This design comes from an exercise in tuning for a short achievable clock period and few clock cycles per item on the open sky130 flow, not from production work. RTL that was checked went through simulation tests only; none was proved equivalent to the original. Function not checked in run 1: the RTL went through the layout flow alone. Power and IR drop assume default switching activity.

### flow/design.v
module py_rast (
    input  wire        clk,
    input  wire        rst,           
    input  wire        start,         
    input  wire        flip_screen,
    input  wire [15:0] clear_index,   
    input  wire [9:0]  fb_w,          
    input  wire [8:0]  fb_h,          
    input  wire [9:0]  clip_min_x,
    input  wire [9:0]  clip_max_x,
    input  wire [8:0]  clip_min_y,
    input  wire [8:0]  clip_max_y,
    output reg         busy,
    output reg         done,          
    output reg  [7:0]  result,        
    output reg  [11:0] ram_addr,
    input  wire [7:0]  ram_rdata,
    output reg  [13:0] rom_addr,
    input  wire [7:0]  rom_rdata,
    output reg         fb_we,
    output reg  [8:0]  fb_x,
    output reg  [7:0]  fb_y,
    output reg  [15:0] fb_data
);
    localparam NB = 272;             
    localparam NQ = NB / 4;          
    localparam [1:0] M_IDLE = 2'd0, M_CHECK = 2'd1, M_LOADY = 2'd2, M_RUN = 2'd3;
    localparam [1:0] B_IDLE = 2'd0, B_HIT = 2'd1, B_RUN = 2'd2, B_READY = 2'd3;
    localparam [1:0] F_T = 2'd0, F_Y = 2'd1, F_PB = 2'd2, F_X = 2'd3;
    reg [1:0]  mode;
    reg        flip;
    reg [15:0] clr;
    reg [9:0]  fbw, cminx, cmaxx;
    reg [8:0]  fbh, cminy, cmaxy;
    reg [9:0]  cmaxx_m1;
    reg [7:0]  lb_last;
    reg [10:0] xk_spr;               
    reg [10:0] xk_til;               
    reg        rt0_v, rt1_v;
    reg        rt0_ly, rt1_ly;       
    reg [1:0]  rt0_f, rt1_f;
    reg        rt0_last, rt1_last;
    reg [8*128-1:0] ysr;
    reg [6:0]  ly_cnt;
    reg        ly_issue;
    reg [1:0]  bst;
    reg [7:0]  lb;                   
    reg [9:0]  lbp;                  
    reg [4:0]  trow;                 
    reg [2:0]  tsy;                  
    reg [127:0] hitv;                
    reg [15:0] gany;                 
    reg [47:0] glo;
    reg [6:0]  k_reg;                
    reg        k_any;
    reg [1:0]  k_wait;
    reg        f_busy;
    reg [1:0]  f_i;
    reg        f_spr;
    reg [4:0]  f_c;
    reg [6:0]  f_k;
    reg [5:0]  fc;                   
    reg        nxt_v, nxt_spr;
    reg [7:0]  nxt_t, nxt_pb, nxt_y, nxt_x;
    reg        cur_v, cur_spr;
    reg [7:0]  cur_t, cur_pb;
    reg [3:0]  cur_sy;
    reg [10:0] cur_dx;
    reg [2:0]  cur_n;
    reg        p0_v, p1_v, p2_v, p3_v, p4_v;
    reg [7:0]  p0_pb, p1_pb, p2_pb, p3_pb;
    reg [10:0] p0_wb, p1_wb, p2_wb;
    reg [NQ:0] p3_e;                 
    reg [1:0]  p3_f;
    reg [7:0]  lo_reg, hi_reg;
    reg [NB-1:0] p4_we;
    reg [47:0] p4_wd;                
    reg [NB*12-1:0] bbuf;            
    reg [NB*12-1:0] obuf;            
    reg        o_act;
    reg [9:0]  ox;
    reg [7:0]  oy;
    wire fb_bad   = (fbw == 10'd0) || (fbw > 10'd512) ||
                    (fbh == 9'd0)  || (fbh > 9'd256);
    wire clip_bad = !(cminx < cmaxx && cmaxx <= fbw &&
                      cminy < cmaxy && cmaxy <= fbh);
    wire accept  = (mode == M_IDLE) && start;
    wire o_last  = o_act && (ox == cmaxx_m1);
    wire swap    = (bst == B_READY) && (!o_act || o_last);
    wire cur_last = cur_v && (cur_spr ? (cur_n == 3'd7) : (cur_n == 3'd3));
    wire consume  = nxt_v && (!cur_v || cur_last);
    wire tiles_left = !fc[5];
    wire spr_ready  = k_any && (k_wait == 2'd0);
    wire f_start    = (bst == B_RUN) && !f_busy && (!nxt_v || consume) &&
                      (tiles_left || spr_ready);
    wire f_spr_now  = !tiles_left;
    wire fetch_done = !tiles_left && !k_any && (k_wait == 2'd0) && !f_busy;
    wire drained    = fetch_done && !nxt_v && !cur_v &&
                      !p0_v && !p1_v && !p2_v && !p3_v && !p4_v;
    reg [127:0] hit_now;
    integer hk;
    always @(*) begin
        for (hk = 0; hk < 128; hk = hk + 1)
            hit_now[hk] = ((lbp - {2'b00, ysr[hk*8 +: 8]}) >> 4) == 10'd0;
    end
    reg [15:0] ga_n;
    reg [47:0] gl_n;
    integer gg, gb;
    always @(*) begin
        for (gg = 0; gg < 16; gg = gg + 1) begin
            ga_n[gg] = |hitv[gg*8 +: 8];
            gl_n[gg*3 +: 3] = 3'd0;
            for (gb = 7; gb >= 0; gb = gb - 1)
                if (hitv[gg*8 + gb]) gl_n[gg*3 +: 3] = gb[2:0];
        end
    end
    reg [3:0] gsel;
    always @(*) begin
        gsel = 4'd0;
        for (gg = 15; gg >= 0; gg = gg - 1)
            if (gany[gg]) gsel = gg[3:0];
    end
    wire [3:0]  nty    = lbp[3:0] - (nxt_y[3:0] ^ {4{flip}});
    wire [3:0]  n_sy   = nxt_spr ? (nty ^ {4{flip}}) : {1'b0, tsy};
    wire [4:0]  n_col  = nxt_x[4:0] ^ {5{flip}};
    wire [10:0] n_dxa  = nxt_spr ? ({3'b000, nxt_x} ^ {11{flip}}) : {3'b000, n_col, 3'b000};
    wire [10:0] n_dx   = n_dxa + (nxt_spr ? xk_spr : xk_til);
    wire [1:0]  cur_g  = cur_spr ? cur_n[2:1] : {1'b0, cur_n[1]};
    wire [1:0]  gmask  = flip ? (cur_spr ? 2'b11 : 2'b01) : 2'b00;
    wire [1:0]  wg     = cur_g ^ gmask;
    wire [13:0] slot_addr = cur_spr ? {1'b1, cur_n[0], cur_t[5:0], cur_sy[3], cur_n[2:1], cur_sy[2:0]}
                                    : {1'b0, cur_n[0], cur_t, cur_n[1], cur_sy[2:0]};
    wire signed [8:0] p2_q1 = $signed(p2_wb[10:2]) + 9'sd1;
    reg [NQ:0] e_n;
    integer ei;
    always @(*) begin
        for (ei = 0; ei <= NQ; ei = ei + 1)
            e_n[ei] = p2_v && (p2_q1 == ei);
    end
    reg [15:0] pdv;
    reg [NB-1:0] we_n;
    reg [47:0] wd_n;
    reg [3:0]  op_n;
    integer pj, ps, pr, pq;
    always @(*) begin
        for (pj = 0; pj < 4; pj = pj + 1) begin
            ps = flip ? 3 - pj : pj;
            pdv[pj*4 +: 4] = {hi_reg[3 - ps], hi_reg[7 - ps], lo_reg[3 - ps], lo_reg[7 - ps]};
        end
        for (pr = 0; pr < 4; pr = pr + 1) begin
            wd_n[pr*12 +: 12] = {p3_pb, pdv[((pr - p3_f) & 3)*4 +: 4]};
            op_n[pr] = |pdv[((pr - p3_f) & 3)*4 +: 4];
        end
        for (pq = 0; pq < NQ; pq = pq + 1)
            for (pr = 0; pr < 4; pr = pr + 1)
                we_n[pq*4 + pr] = op_n[pr] && ((pr >= p3_f) ? p3_e[pq + 1] : p3_e[pq]);
    end
    wire b_clear = swap || accept;
    genvar gi;
    generate
        for (gi = 0; gi < NB; gi = gi + 1) begin : g_b
            always @(posedge clk) begin
                if (b_clear)
                    bbuf[gi*12 +: 12] <= 12'd0;
                else if (p4_we[gi])
                    bbuf[gi*12 +: 12] <= p4_wd[(gi % 4)*12 +: 12];
            end
        end
    endgenerate
    always @(posedge clk) begin
        if (swap)
            obuf <= bbuf;
        else if (o_act)
            obuf <= {12'd0, obuf[NB*12-1:12]};
    end
    always @(posedge clk) begin
        if (accept) begin
            flip  <= flip_screen;
            clr   <= clear_index;
            fbw   <= fb_w;
            fbh   <= fb_h;
            cminx <= clip_min_x;
            cmaxx <= clip_max_x;
            cminy <= clip_min_y;
            cmaxy <= clip_max_y;
        end
        if (mode == M_CHECK) begin
            cmaxx_m1 <= cmaxx - 10'd1;
            lb_last  <= cmaxy[7:0] - 8'd1;
            xk_spr   <= (flip ? 11'd241 : 11'd0) - {1'b0, cminx};
            xk_til   <= 11'd0 - {1'b0, cminx};
        end
        if (rt1_v && rt1_ly)
            ysr <= {ram_rdata ^ {8{flip}}, ysr[8*128-1:8]};
        if (p1_v) lo_reg <= rom_rdata;
        if (p2_v) hi_reg <= rom_rdata;
        gany  <= ga_n;
        glo   <= gl_n;
        k_reg <= {gsel, glo[gsel*3 +: 3]};
        k_any <= |gany;
        if (rt1_v && !rt1_ly) begin
            case (rt1_f)
                F_T:  nxt_t  <= ram_rdata;
                F_Y:  nxt_y  <= ram_rdata;
                F_PB: nxt_pb <= ram_rdata;
                default: nxt_x <= ram_rdata;
            endcase
        end
        if (f_start) begin
            nxt_spr <= f_spr_now;
            if (!f_spr_now) nxt_x <= {3'b000, fc[4:0]};
        end
        if (consume) begin
            cur_spr <= nxt_spr;
            cur_t   <= nxt_t;
            cur_pb  <= nxt_pb;
            cur_sy  <= n_sy;
            cur_dx  <= n_dx;
        end
        p0_pb <= cur_pb;
        p0_wb <= cur_dx + {7'd0, wg, 2'b00};
        p1_pb <= p0_pb;  p1_wb <= p0_wb;
        p2_pb <= p1_pb;  p2_wb <= p1_wb;
        p3_pb <= p2_pb;
        p3_e  <= e_n;
        p3_f  <= p2_wb[1:0];
        p4_wd <= wd_n;
    end
    always @(posedge clk) begin
        if (rst) begin
            mode    <= M_IDLE;
            busy    <= 1'b0;
            done    <= 1'b0;
            result  <= 8'd0;
            fb_we   <= 1'b0;
            fb_x    <= 9'd0;
            fb_y    <= 8'd0;
            fb_data <= 16'd0;
            ram_addr <= 12'd0;
            rom_addr <= 14'd0;
            rt0_v   <= 1'b0;
            rt1_v   <= 1'b0;
            rt0_ly  <= 1'b0;
            rt1_ly  <= 1'b0;
            rt0_f   <= 2'd0;
            rt1_f   <= 2'd0;
            rt0_last <= 1'b0;
            rt1_last <= 1'b0;
            ly_cnt  <= 7'd0;
            ly_issue <= 1'b0;
            bst     <= B_IDLE;
            lb      <= 8'd0;
            lbp     <= 10'd0;
            trow    <= 5'd0;
            tsy     <= 3'd0;
            hitv    <= 128'd0;
            k_wait  <= 2'd0;
            f_busy  <= 1'b0;
            f_i     <= 2'd0;
            f_spr   <= 1'b0;
            f_c     <= 5'd0;
            f_k     <= 7'd0;
            fc      <= 6'd32;
            nxt_v   <= 1'b0;
            cur_v   <= 1'b0;
            cur_n   <= 3'd0;
            p0_v    <= 1'b0;
            p1_v    <= 1'b0;
            p2_v    <= 1'b0;
            p3_v    <= 1'b0;
            p4_v    <= 1'b0;
            p4_we   <= {NB{1'b0}};
            o_act   <= 1'b0;
            ox      <= 10'd0;
            oy      <= 8'd0;
        end else begin
            done  <= 1'b0;
            fb_we <= 1'b0;
            rt0_v <= 1'b0;
            rt1_v <= rt0_v;
            rt1_ly <= rt0_ly;
            rt1_f <= rt0_f;
            rt1_last <= rt0_last;
            case (mode)
                M_IDLE: begin
                    if (start) begin
                        busy <= 1'b1;
                        mode <= M_CHECK;
                    end
                end
                M_CHECK: begin
                    if (fb_bad) begin
                        result <= 8'h02;
                        done   <= 1'b1;
                        busy   <= 1'b0;
                        mode   <= M_IDLE;
                    end else if (clip_bad) begin
                        result <= 8'h03;
                        done   <= 1'b1;
                        busy   <= 1'b0;
                        mode   <= M_IDLE;
                    end else begin
                        result   <= 8'h00;
                        ly_cnt   <= 7'd0;
                        ly_issue <= 1'b1;
                        mode     <= M_LOADY;
                    end
                end
                M_LOADY: begin
                    if (ly_issue) begin
                        ram_addr <= {1'b1, 2'b00, ly_cnt[6], ly_cnt[5:0], 2'b10};
                        rt0_v    <= 1'b1;
                        rt0_ly   <= 1'b1;
                        rt0_last <= (ly_cnt == 7'd127);
                        ly_cnt   <= ly_cnt + 7'd1;
                        if (ly_cnt == 7'd127) ly_issue <= 1'b0;
                    end
                    if (rt1_v && rt1_last) begin
                        mode <= M_RUN;
                        lb   <= cminy[7:0];
                        lbp  <= {2'b00, cminy[7:0]} + (flip ? 10'd15 : 10'd0);
                        bst  <= B_HIT;
                    end
                end
                default: ;    
            endcase
            if (k_wait != 2'd0) k_wait <= k_wait - 2'd1;
            if (bst == B_HIT) begin
                hitv   <= hit_now;
                k_wait <= 2'd2;
                trow   <= lb[7:3] ^ {5{flip}};
                tsy    <= lb[2:0] ^ {3{flip}};
                fc     <= 6'd0;
                bst    <= B_RUN;
            end
            if (f_start) begin
                f_busy <= 1'b1;
                f_i    <= 2'd1;
                f_spr  <= f_spr_now;
                f_c    <= fc[4:0];
                f_k    <= k_reg;
                rt0_v  <= 1'b1;
                rt0_ly <= 1'b0;
                rt0_f  <= F_T;
                rt0_last <= 1'b0;
                if (f_spr_now) begin
                    ram_addr <= {1'b1, 2'b00, k_reg[6], k_reg[5:0], 2'b00};
                    hitv[k_reg] <= 1'b0;
                    k_wait <= 2'd2;
                end else begin
                    ram_addr <= {2'b00, trow, fc[4:0]};
                    fc <= fc + 6'd1;
                end
            end else if (f_busy && f_i != 2'd0) begin
                rt0_v  <= 1'b1;
                rt0_ly <= 1'b0;
                if (f_spr) begin
                    case (f_i)
                        2'd1: begin
                            ram_addr <= {1'b1, 2'b00, f_k[6], f_k[5:0], 2'b10};
                            rt0_f <= F_Y;
                            rt0_last <= 1'b0;
                        end
                        2'd2: begin
                            ram_addr <= {1'b1, 2'b00, f_k[6], f_k[5:0], 2'b01};
                            rt0_f <= F_PB;
                            rt0_last <= 1'b0;
                        end
                        default: begin
                            ram_addr <= {1'b1, 2'b00, f_k[6], f_k[5:0], 2'b11};
                            rt0_f <= F_X;
                            rt0_last <= 1'b1;
                        end
                    endcase
                    f_i <= f_i + 2'd1;
                end else begin
                    ram_addr <= {2'b01, trow, f_c};
                    rt0_f    <= F_PB;
                    rt0_last <= 1'b1;
                    f_i      <= 2'd0;
                end
            end
            if (rt1_v && !rt1_ly && rt1_last) begin
                nxt_v  <= 1'b1;
                f_busy <= 1'b0;
            end
            if (cur_v) begin
                rom_addr <= slot_addr;
                cur_n    <= cur_n + 3'd1;
                if (cur_last) cur_v <= 1'b0;
            end
            p0_v <= cur_v && !cur_n[0];
            if (consume) begin
                cur_v <= 1'b1;
                cur_n <= 3'd0;
                nxt_v <= 1'b0;
            end
            p1_v <= p0_v;
            p2_v <= p1_v;
            p3_v <= p2_v;
            p4_v <= p3_v;
            p4_we <= p3_v ? we_n : {NB{1'b0}};
            if (bst == B_RUN && drained)
                bst <= B_READY;
            if (o_act) begin
                fb_we   <= 1'b1;
                fb_x    <= ox[8:0];
                fb_y    <= oy;
                fb_data <= (obuf[3:0] != 4'd0) ? {4'd0, obuf[11:0]} : clr;
                ox      <= ox + 10'd1;
                if (o_last) begin
                    o_act <= 1'b0;
                    if (oy == lb_last && bst == B_IDLE) begin
                        done <= 1'b1;
                        busy <= 1'b0;
                        mode <= M_IDLE;
                    end
                end
            end
            if (swap) begin
                o_act <= 1'b1;
                ox    <= cminx;
                oy    <= lb;
                if (lb == lb_last) begin
                    bst <= B_IDLE;
                end else begin
                    lb  <= lb + 8'd1;
                    lbp <= lbp + 10'd1;
                    bst <= B_HIT;
                end
            end
        end
    end
endmodule
### flow/run.sh
#!/bin/bash
# synth_recipe.tcl (not shown) runs the flow's synth.tcl, then flattens the netlist and writes it again
# the make line also repeats each setting of config.mk as NAME=value (left out here)
make -C /OpenROAD-flow-scripts/flow DESIGN_CONFIG=/design/flow/config.mk WORK_HOME=/design/flow/orfs CLKGATE_MAP_FILE= SYNTH_SCRIPT=/design/flow/synth_recipe.tcl finish
### flow/config.mk
export PLATFORM = sky130hd
export DESIGN_NAME = py_rast
export DESIGN_NICKNAME = py_rast
export VERILOG_FILES = /design/flow/design.v
export SDC_FILE = /design/flow/constraint.sdc
export NUM_CORES = 4
export LEC_CHECK = 0
export CAP_MARGIN = 20
export CORE_MARGIN = 2
export CORE_UTILIZATION = 40
export SLEW_MARGIN = 20
### flow/constraint.sdc
create_clock -name core_clock -period 7.0 [get_ports {clk}]
set_input_delay 1.4000 -clock core_clock [delete_from_list [all_inputs] [get_ports {clk}]]
set_output_delay 1.4000 -clock core_clock [all_outputs]
set_load 0.01 [all_outputs]
==> results of run 1 <==
## metrics by stage
| step | setup TNS [ns] | hold slack [ns] | instance area, um^2 | util (%) | power [W] |
|---|---|---|---|---|---|
| after floorplan | -3908.38 | 0.310 | 350000 | - | 0.0651 |
| after CTS | 0 | 0.315 | 392000 | 44.9 | 0.115 |
| final | 0 | 0.318 | 392000 | 44.9 | 0.114 |
| after detailed placement | 0 | 0.312 | 362000 | 41.5 | 0.0678 |
| after global routing | 0 | 0.319 | 392000 | 44.9 | 0.118 |
| after global placement | 0 | 0.310 | 362000 | 41.5 | 0.0677 |
## synthesized netlist by cell type (all sizes together) (15+ instances only)
master	n
o21ai	180
and2	97
ha	976
dfxtp	4069
inv	1098
nand3	55
o31ai	29
nor3	148
xnor2	214
a211oi	104
nor2	3920
mux2i	3594
a31oi	28
mux4	16
o21a	48
or2	93
edfxtp	4471
nor4	54
a211o	74
nand4	103
a2111oi	18
mux2	21
a221oi	102
nand2	10300
or3	43
xor2	78
o211ai	83
and3	25
a21o	235
a221o	16
o22ai	27
a21oi	546
nand2b	159
nor3b	20
o221ai	17
nor2b	91
clkbuf	1035
a32oi	54
a22oi	15
buf	927
## report_power, final
| part | internal, W | switching [W] |
|---|---|---|
| clock | 0.0271 | 0.0203 |
| sequential | 0.0568 | 0.00106 |
| combinational | 0.00207 | 0.00681 |
| total | 0.0860 | 0.0282 |
## final cells by class
cell class,count,area (um^2)
timing repair buffer,514,5860
multi-input combinational,21700,122000
antenna,4,10.0
inverter,1101,4160
fill,80400,480000
sequential,8540,216000
tap,11600,14500
clock inverter,311,3390
clock buffer,1350,26000
## routing by layer
layer / part of all wire (%) / global-route usage, % / wire [um] / up-vias
met5: 0.0023 / 0 / 21 / -
li1: - / - / - / 110000
met4: 3.1 / 5.79 / 28900 / 4
met3: 5.1 / 2.56 / 47100 / 1369
met1: 46 / 28.0 / 422000 / 114000
met2: 46 / 32.8 / 421000 / 5484
## cell families (layout without fill, tap and decap cells)
group           count (synthesis)  count (layout)  share of synthesized area (%)
compound gates               1648            1648                           3.16
xor+xnor                      292             292                          0.731
fa+ha+maj                     980             980                           3.51
buf+inv                      3063            3276                           3.62
flops                        8540            8540                           61.6
mux                          3631            3631                           10.4
other cells                     1              10                        0.00107
simple gates                15200           15200                           16.9
## critical path: cells and delay by family, from the launching register on
kind,cells,cell delay (ns)
AOI/OAI and AO/OA,2,0.60
adders and majority gates,1,0.37
buffers and inverters,2,0.83
DFF,1,0.60
and+or+nand+nor,4,1.80
## worst max-delay path by stage
stage,to,slack [ns],depth (start not counted)
2_1_floorplan,obuf[0],-0.91,4
4_1_cts,hitv[2],2.71,9
3_3_place_gp,bbuf[730],2.55,6
6_report,hitv[2],2.58,9
3_5_place_dp,hitv[2],2.75,9
5_1_grt,hitv[2],2.38,9
==> run_results.csv, run 1 <==
group,metric,value,unit
grt,grt_pass1_vias,229000,
synthesis,synth.distinct_cells,87,
setup_path,max_stage_delay,0.60,ns
routing,wire_per_inst,20.4,um
layout,largestRegisters,"bbuf x3264, obuf x3264, ysr x1024",
grt,track_usage,20.1,%
sta,slew_headroom,8.09,%
setup_path,worstRegToRegCells,9,
synthesis,post_synth.cell_area_avg,10.5,um^2
synthesis,yosys_warnings,1,
worst_hold_path,min_path_type,"flip-flop to flip-flop",
sta,period_share,63.1,%
run_status,outcome,"complete, no violations",
clocking,post_cts_resized,0,
synthesis,syn_inst,33300,
sta,setup_violations,0,
grt,grt_pass1_wl,1400000,um
sta,timing.final.ws_setup,2.58,ns
floorplan,die_h,939,um
grt,grt_max_degree,196,
setup_path,cpMaxStageDelayCell,"edfxtp_1",
power,powerDensity,291,mW/mm^2
floorplan,die-area,0.882,mm^2
clocking,cts_tree,"yes",
setup_path,cp_cell_sequence,"ha_1, nand2b_1, a31oi_2, nand2_1, inv_2, nand2_1, nor2_1, buf_4, a221oi_1",
job,maxCapViolations,0,
floorplan,boundaryPins,163,
layout,fin_cells,45100,
sta,hold_violations,0,
sta,finClkSkew,0.0937,ns
setup_path,path_class,"flip-flop to flip-flop",
place,dp_hpwl,523000,um
synthesis,ys_seq_area_share,61.6,%
place,io_buffers,156,
routing,remaining_drc_errors,0,
clocking,clock_path_buffers,4,
setup_path,rr_startpoint,"cur_spr",
power,vdd_ir_drop_max,278,uV
routing,dr_total_vias,231000,
grt,gr-total-overflow,0,
place,place_worst_setup_slack,2.75,ns
setup_path,regToRegSetupSlack,2.58,ns
setup_path,startpoint_type,"flip-flop",
synthesis,yosys.area.top_type,"edfxtp_1",
sta,tightestPinTransition,1.38,ns
sta,maxSlewViolCount,0,
routing,drtAntennaViolNets,0,
layout,fin_nets,33800,
clocking,postCtsSetupBuffers,0,
clocking,h-tree-depth,6,
worst_hold_path,hold_end,"p3_pb[2]",
grt,antenna_found_initial,31,
place,place.gp.congestion,0.817,
clocking,cts_inserted_buffers,871,
synthesis,synthesis.area,0.350,mm^2
layout,drive_above_1_share,5.73,%
setup_path,required,8.00,ns
place,dp.cells,43400,
clocking,clk_pin_slew_worst_paths,0.06,ns
sta,rsz0062_at_grt,"no",
sta,layout_min_cycle_time,4.42,ns
worst_hold_path,min_path_cells,0,
synthesis,synth_area_leaders,"edfxtp_1 38%, dfxtp_1 23%, nand2_1 11%, mux2i_1 10%, nor2_1 4.2%",
routing,routed_wl,919000,um
synthesis,ys.flop_type,"edfxtp_1",
clocking,cts-root-buf,"clkbuf_16",
clocking,clk_latency,1.21,ns
power,p_leak,155,nW
setup_path,critPathMaxFanout,27,
floorplan,die_w,939,um
setup_path,cp.arrival,5.41,ns
sta,fmax,226,MHz
layout,final_common_cell,"nand2_1",
floorplan,rows,343,
clocking,cts_sinks,8540,
setup_path,crit_start,"cur_spr",
synthesis,yosys_register_bits,8540,
routing,drt-pass1-iter-count,6,
setup_path,crit_path_end_kind,"flip-flop",
routing,vias_per_cell,5.12,
setup_path,reg2reg_to,"hitv[2]",
worst_hold_path,worstHoldStart,"p2_pb[2]",
synthesis,async_reset_ff_share,0,%
clocking,holdBufCountCts,0,
synthesis,synth_edf_count,4471,
floorplan,initial_utilization,40.1,%
layout,final_cell_mix,"10300 x nand2_1, 4471 x edfxtp_1, 4032 x dfxtp_1, 3917 x nor2_1, 3594 x mux2i_1",
setup_path,cp_common_cell,"nand2_1",
layout,area_growth,11.9,%
synthesis,synth_top_area_share,38.4,%
routing,drt_iter0_markers,18900,
floorplan,core,0.872,mm^2
==> inputs of run 2 (changes only) <==
--- a/flow/design.v
+++ b/flow/design.v
@@ -33,5 +33,6 @@
     reg [9:0]  fbw, cminx, cmaxx;
     reg [8:0]  fbh, cminy, cmaxy;
-    reg [9:0]  cmaxx_m1;
+    reg [9:0]  cmaxx_m2;
+    reg        one_px;               
     reg [7:0]  lb_last;
     reg [10:0] xk_spr;               
@@ -79,4 +80,8 @@
     reg [NB*12-1:0] obuf;            
     reg        o_act;
+    reg        o_last_r;             
+    reg        b_ready;              
+    reg        hc_v;                 
+    reg [6:0]  hc_k;
     reg [9:0]  ox;
     reg [7:0]  oy;
@@ -86,6 +91,6 @@
                       cminy < cmaxy && cmaxy <= fbh);
     wire accept  = (mode == M_IDLE) && start;
-    wire o_last  = o_act && (ox == cmaxx_m1);
-    wire swap    = (bst == B_READY) && (!o_act || o_last);
+    wire o_last  = o_last_r;
+    wire swap    = b_ready && (!o_act || o_last_r);
     wire cur_last = cur_v && (cur_spr ? (cur_n == 3'd7) : (cur_n == 3'd3));
     wire consume  = nxt_v && (!cur_v || cur_last);
@@ -171,5 +176,5 @@
         if (swap)
             obuf <= bbuf;
-        else if (o_act)
+        else
             obuf <= {12'd0, obuf[NB*12-1:12]};
     end
@@ -186,5 +191,6 @@
         end
         if (mode == M_CHECK) begin
-            cmaxx_m1 <= cmaxx - 10'd1;
+            cmaxx_m2 <= cmaxx - 10'd2;
+            one_px   <= (cmaxx - cminx) == 10'd1;
             lb_last  <= cmaxy[7:0] - 8'd1;
             xk_spr   <= (flip ? 11'd241 : 11'd0) - {1'b0, cminx};
@@ -272,4 +278,8 @@
             p4_we   <= {NB{1'b0}};
             o_act   <= 1'b0;
+            o_last_r <= 1'b0;
+            b_ready <= 1'b0;
+            hc_v    <= 1'b0;
+            hc_k    <= 7'd0;
             ox      <= 10'd0;
             oy      <= 8'd0;
@@ -328,5 +338,5 @@
             if (bst == B_HIT) begin
                 hitv   <= hit_now;
-                k_wait <= 2'd2;
+                k_wait <= 2'd3;
                 trow   <= lb[7:3] ^ {5{flip}};
                 tsy    <= lb[2:0] ^ {3{flip}};
@@ -334,4 +344,7 @@
                 bst    <= B_RUN;
             end
+            hc_v <= f_start && f_spr_now;
+            hc_k <= k_reg;
+            if (hc_v) hitv[hc_k] <= 1'b0;
             if (f_start) begin
                 f_busy <= 1'b1;
@@ -346,6 +359,5 @@
                 if (f_spr_now) begin
                     ram_addr <= {1'b1, 2'b00, k_reg[6], k_reg[5:0], 2'b00};
-                    hitv[k_reg] <= 1'b0;
-                    k_wait <= 2'd2;
+                    k_wait <= 2'd3;
                 end else begin
                     ram_addr <= {2'b00, trow, fc[4:0]};
@@ -401,6 +413,8 @@
             p4_v <= p3_v;
             p4_we <= p3_v ? we_n : {NB{1'b0}};
-            if (bst == B_RUN && drained)
-                bst <= B_READY;
+            if (bst == B_RUN && drained) begin
+                bst     <= B_READY;
+                b_ready <= 1'b1;
+            end
             if (o_act) begin
                 fb_we   <= 1'b1;
@@ -409,6 +423,8 @@
                 fb_data <= (obuf[3:0] != 4'd0) ? {4'd0, obuf[11:0]} : clr;
                 ox      <= ox + 10'd1;
+                o_last_r <= (ox == cmaxx_m2);
                 if (o_last) begin
                     o_act <= 1'b0;
+                    o_last_r <= 1'b0;
                     if (oy == lb_last && bst == B_IDLE) begin
                         done <= 1'b1;
@@ -420,4 +436,6 @@
             if (swap) begin
                 o_act <= 1'b1;
+                o_last_r <= one_px;
+                b_ready <= 1'b0;
                 ox    <= cminx;
                 oy    <= lb;
--- a/flow/config.mk
+++ b/flow/config.mk
@@ -6,6 +6,8 @@
 export NUM_CORES = 4
 export LEC_CHECK = 0
+export ABC_CLOCK_PERIOD_IN_PS = 3000
 export CAP_MARGIN = 20
 export CORE_MARGIN = 2
-export CORE_UTILIZATION = 40
+export CORE_UTILIZATION = 55
+export SETUP_SLACK_MARGIN = 3.8
 export SLEW_MARGIN = 20
==> run_results.csv, run 2 <==
group,metric,value,unit
synthesis,ys_top_cells_by_count,"10500 x nand2_1, 7343 x dfxtp_1, 3940 x nor2_1, 3480 x mux2i_1, 1884 x clkbuf_1",
synthesis,yosys.area.top_type,"dfxtp_1",
grt,track_usage,28.3,%
power,comb_power_share,7.0,%
synthesis,ys_seq_area_share,58.1,%
routing,wire_per_inst,20.8,um
sta,maxSlewViolCount,0,
run_status,outcome,"complete, no violations",
synthesis,ys.flop_type,"dfxtp_1",
clocking,cts_inserted_buffers,840,
power,vdd_ir_drop_max,282,uV
floorplan,initial_utilization,55.1,%
floorplan,die_h,761,um
clocking,cts_tree,"yes",
synthesis,post_synth.cell_area_avg,9.44,um^2
clocking,clock_path_buffers,4,
worst_hold_path,worstHoldStart,"p3_pb[5]",
power,pwr-share-clk,44.4,%
floorplan,die-area,0.580,mm^2
setup_path,startpoint_type,"flip-flop",
grt,grt_pass1_vias,210000,
synthesis,synth.distinct_cells,79,
routing,drt-pass1-iter-count,8,
place,dp.cells,39500,
power,p_sw_share,24.7,%
setup_path,crit_path_end_kind,"flip-flop",
sta,layout_min_cycle_time,3.32,ns
synthesis,syn_inst,33400,
setup_path,rr_startpoint,"flip",
routing,drt_iter0_markers,16900,
setup_path,critPathMaxFanout,16,
clocking,h-tree-depth,6,
sta,period_share,47.5,%
floorplan,die_w,761,um
setup_path,required,8.00,ns
sta,hold_violations,0,
sta,fin_hold_ws,0.311,ns
floorplan,core,0.573,mm^2
worst_hold_path,hold_end,"p4_wd[45]",
sta,tightestPinTransition,1.23,ns
power,powerDensity,293,mW/mm^2
sta,finClkSkew,0.0600,ns
power,p_int,0.0778,W
synthesis,yosys_register_bits,8551,
clocking,clk_pin_slew_worst_paths,0.06,ns
sta,fin_tns_setup,0,ns
layout,fin_cells,41100,
place,place.gp.congestion,0.837,
routing,vias_per_cell,5.33,
synthesis,synth_edf_count,1208,
sta,slew_headroom,18.2,%
setup_path,regToRegSetupSlack,3.68,ns
layout,drive_above_1_share,6.09,%
synthesis,async_reset_ff_share,0,%
layout,largestRegisters,"bbuf x3264, obuf x3264, ysr x1024",
clocking,cts_sinks,8551,
synthesis,yosysMostFrequentCell,"nand2_1",
synthesis,yosys_warnings,1,
layout,final_cell_mix,"10500 x nand2_1, 7274 x dfxtp_1, 3932 x nor2_1, 3480 x mux2i_1, 1208 x edfxtp_1",
synthesis,synthesis.area,0.316,mm^2
routing,routed_wl,853000,um
synthesis,synth_top_area_share,46.6,%
place,dp_hpwl,487000,um
floorplan,rows,278,
grt,antenna_found_initial,29,
routing,drtAntennaViolNets,0,
layout,final_common_cell,"nand2_1",
job,maxCapViolations,0,
worst_hold_path,min_path_cells,0,
grt,gr-total-overflow,0,
grt,grt_pass1_wl,1290000,um
clocking,clk_latency,1.15,ns
floorplan,boundaryPins,163,
setup_path,path_class,"flip-flop to flip-flop",
grt,grt_max_degree,187,
routing,dr_total_vias,219000,
routing,remaining_drc_errors,0,
sta,fmax,301,MHz
synthesis,synth_area_leaders,"dfxtp_1 47%, nand2_1 12%, edfxtp_1 11%, mux2i_1 11%, nor2_1 4.7%",
power,pwr-share-seq,48.6,%
power,switching_power,0.0256,W
sta,setup_violations,0,
setup_path,worstRegToRegCells,8,
clocking,cts-root-buf,"clkbuf_16",
setup_path,reg2reg_to,"p4_we[0]",
worst_hold_path,min_path_type,"flip-flop to flip-flop",
setup_path,cp.arrival,4.32,ns
power,p_leak,149,nW
layout,fin_nets,33900,
sta,rsz0062_at_grt,"yes",
place,io_buffers,156,
layout,area_growth,11.6,%
-- run 2: cell types whose count changed after synthesis, sizes merged, moves of 138 or more --
cell / previous run / this run
edfxtp: 4471 / 1208
a21o: 235 / 18
buf: 927 / 90
o21ai: 180 / 365
nand2: 10322 / 10460
dfxtp: 4069 / 7343
clkbuf: 1035 / 1884
-- run 2: layout make-up --
class	instances	area [um^2]
antenna	13	32.5
clock buffer	1245	25000
clock inverter	306	3460
fill	48400	220000
inverter	1077	4060
multi-input combinational	21800	121000
sequential	8551	183000
tap	7560	9460
timing repair buffer	498	5690
timing repair inverter	1	5.00
-- run 2: critical path, stage by stage (launching register included) --
cell and delay (ns):
edfxtp_1 0.47, buf_4 0.15, buf_4 0.17, bufbuf_16 0.39, mux4_2 0.35, mux2_2 0.32, o41ai_4 0.55, buf_4 0.53
nor2_1 0.18
-- run 2: layer usage --
metal | wire (um) | part of all wire, % | track usage (%)
met1 | 409000 | 48 | 41.7
met2 | 381000 | 45 | 44.5
met3 | 41700 | 4.9 | 3.22
met4 | 21600 | 2.5 | 7.00
met5 | 34 | 0.0040 | 0
-- run 2: kinds of logic (layout without fill, tap and decap cells) --
family / Yosys count / after routing / share of synthesized area (%)
simple gates: 15300 / 15400 / 18.9
flops: 8551 / 8551 / 58.1
mux: 3520 / 3520 / 11.2
buf+inv: 3051 / 3127 / 3.67
compound gates: 1679 / 1679 / 3.31
fa+ha+maj: 983 / 983 / 3.91
xor+xnor: 308 / 308 / 0.855
other cells: 1 / 19 / 0.00119
-- run 2: timing repair --
item	4_1_cts	5_1_grt
hold buffers	0	0
buffers inserted	19	15
pin swaps	2	4
gates resized for setup	313	55
setup endpoints to repair	5465	319
gates cloned	10	5
-- run 2: metrics by stage --
stage	util, %	instance area (um^2)	worst slack [ns]	power, W
floorplan	-	316000	-0.836	0.0556
global placement	56.4	323000	2.58	0.0582
detailed placement	56.4	323000	2.52	0.0582
CTS	61.4	352000	3.61	0.104
global route	61.5	352000	3.64	0.107
finish	61.5	352000	3.68	0.103
-- run 2: worst max-delay path by stage --
stage,from,endpoint,depth (start not counted)
6_report,flip,p4_we[0],8
5_1_grt,flip,p4_we[268],8
4_1_cts,fb_we,fb_we,1
3_5_place_dp,rst,p4_we[107],5
3_3_place_gp,rst,p4_we[231],5
2_1_floorplan,rt1_v,ysr[0],1
-- run 2: power groups by stage --
| stage | Sequential, W | Combinational [W] | Clock (W) |
|---|---|---|---|
| 4_1_cts | 0.0502 | 0.00707 | 0.0467 |
| 3_5_place_dp | 0.0513 | 0.00690 | 0 |
| 5_1_grt | 0.0502 | 0.00772 | 0.0486 |
| 3_3_place_gp | 0.0513 | 0.00688 | 0 |
| 2_1_floorplan | 0.0511 | 0.00445 | 0 |
| 6_report | 0.0503 | 0.00720 | 0.0459 |
Testbench counts of run 2, summed over its fixed seeds: cycles 1,483,654, frames 24.

port drivers added, routing unchanged:
No port has a modelled driver above. Below, the same layouts with a new extraction and two added sets of constraints. Step 1 sets driving cells, clkbuf_16 on the clock port and buf_2 on the other inputs (assumed; they add their load-dependent delay and slew). Step 2 adds t to the input delays and takes it off the output delays; t is the mean of the earliest and latest rising clock arrival at the registers after step 1. Input paths then give back, and output paths get back, about the clock's delay inside the block. a / b / c = ideal / step 1 / step 2; a / b = the first two.
| run | t, ns | setup slack, ns | hold WS [ns] |
|---|---|---|---|
| run 1 | 1.299 | 2.584 / 2.584 / 2.584 | 0.318 / 0.318 / 0.318 |
| run 2 | 1.243 | 3.678 / 3.678 / 2.746 | 0.311 / 0.311 / 0.311 |
After both steps every run listed still meets setup and hold. The setup slack of run 2, which loses most, moves by 0.000 ns with the drivers and by -0.932 ns with both steps.
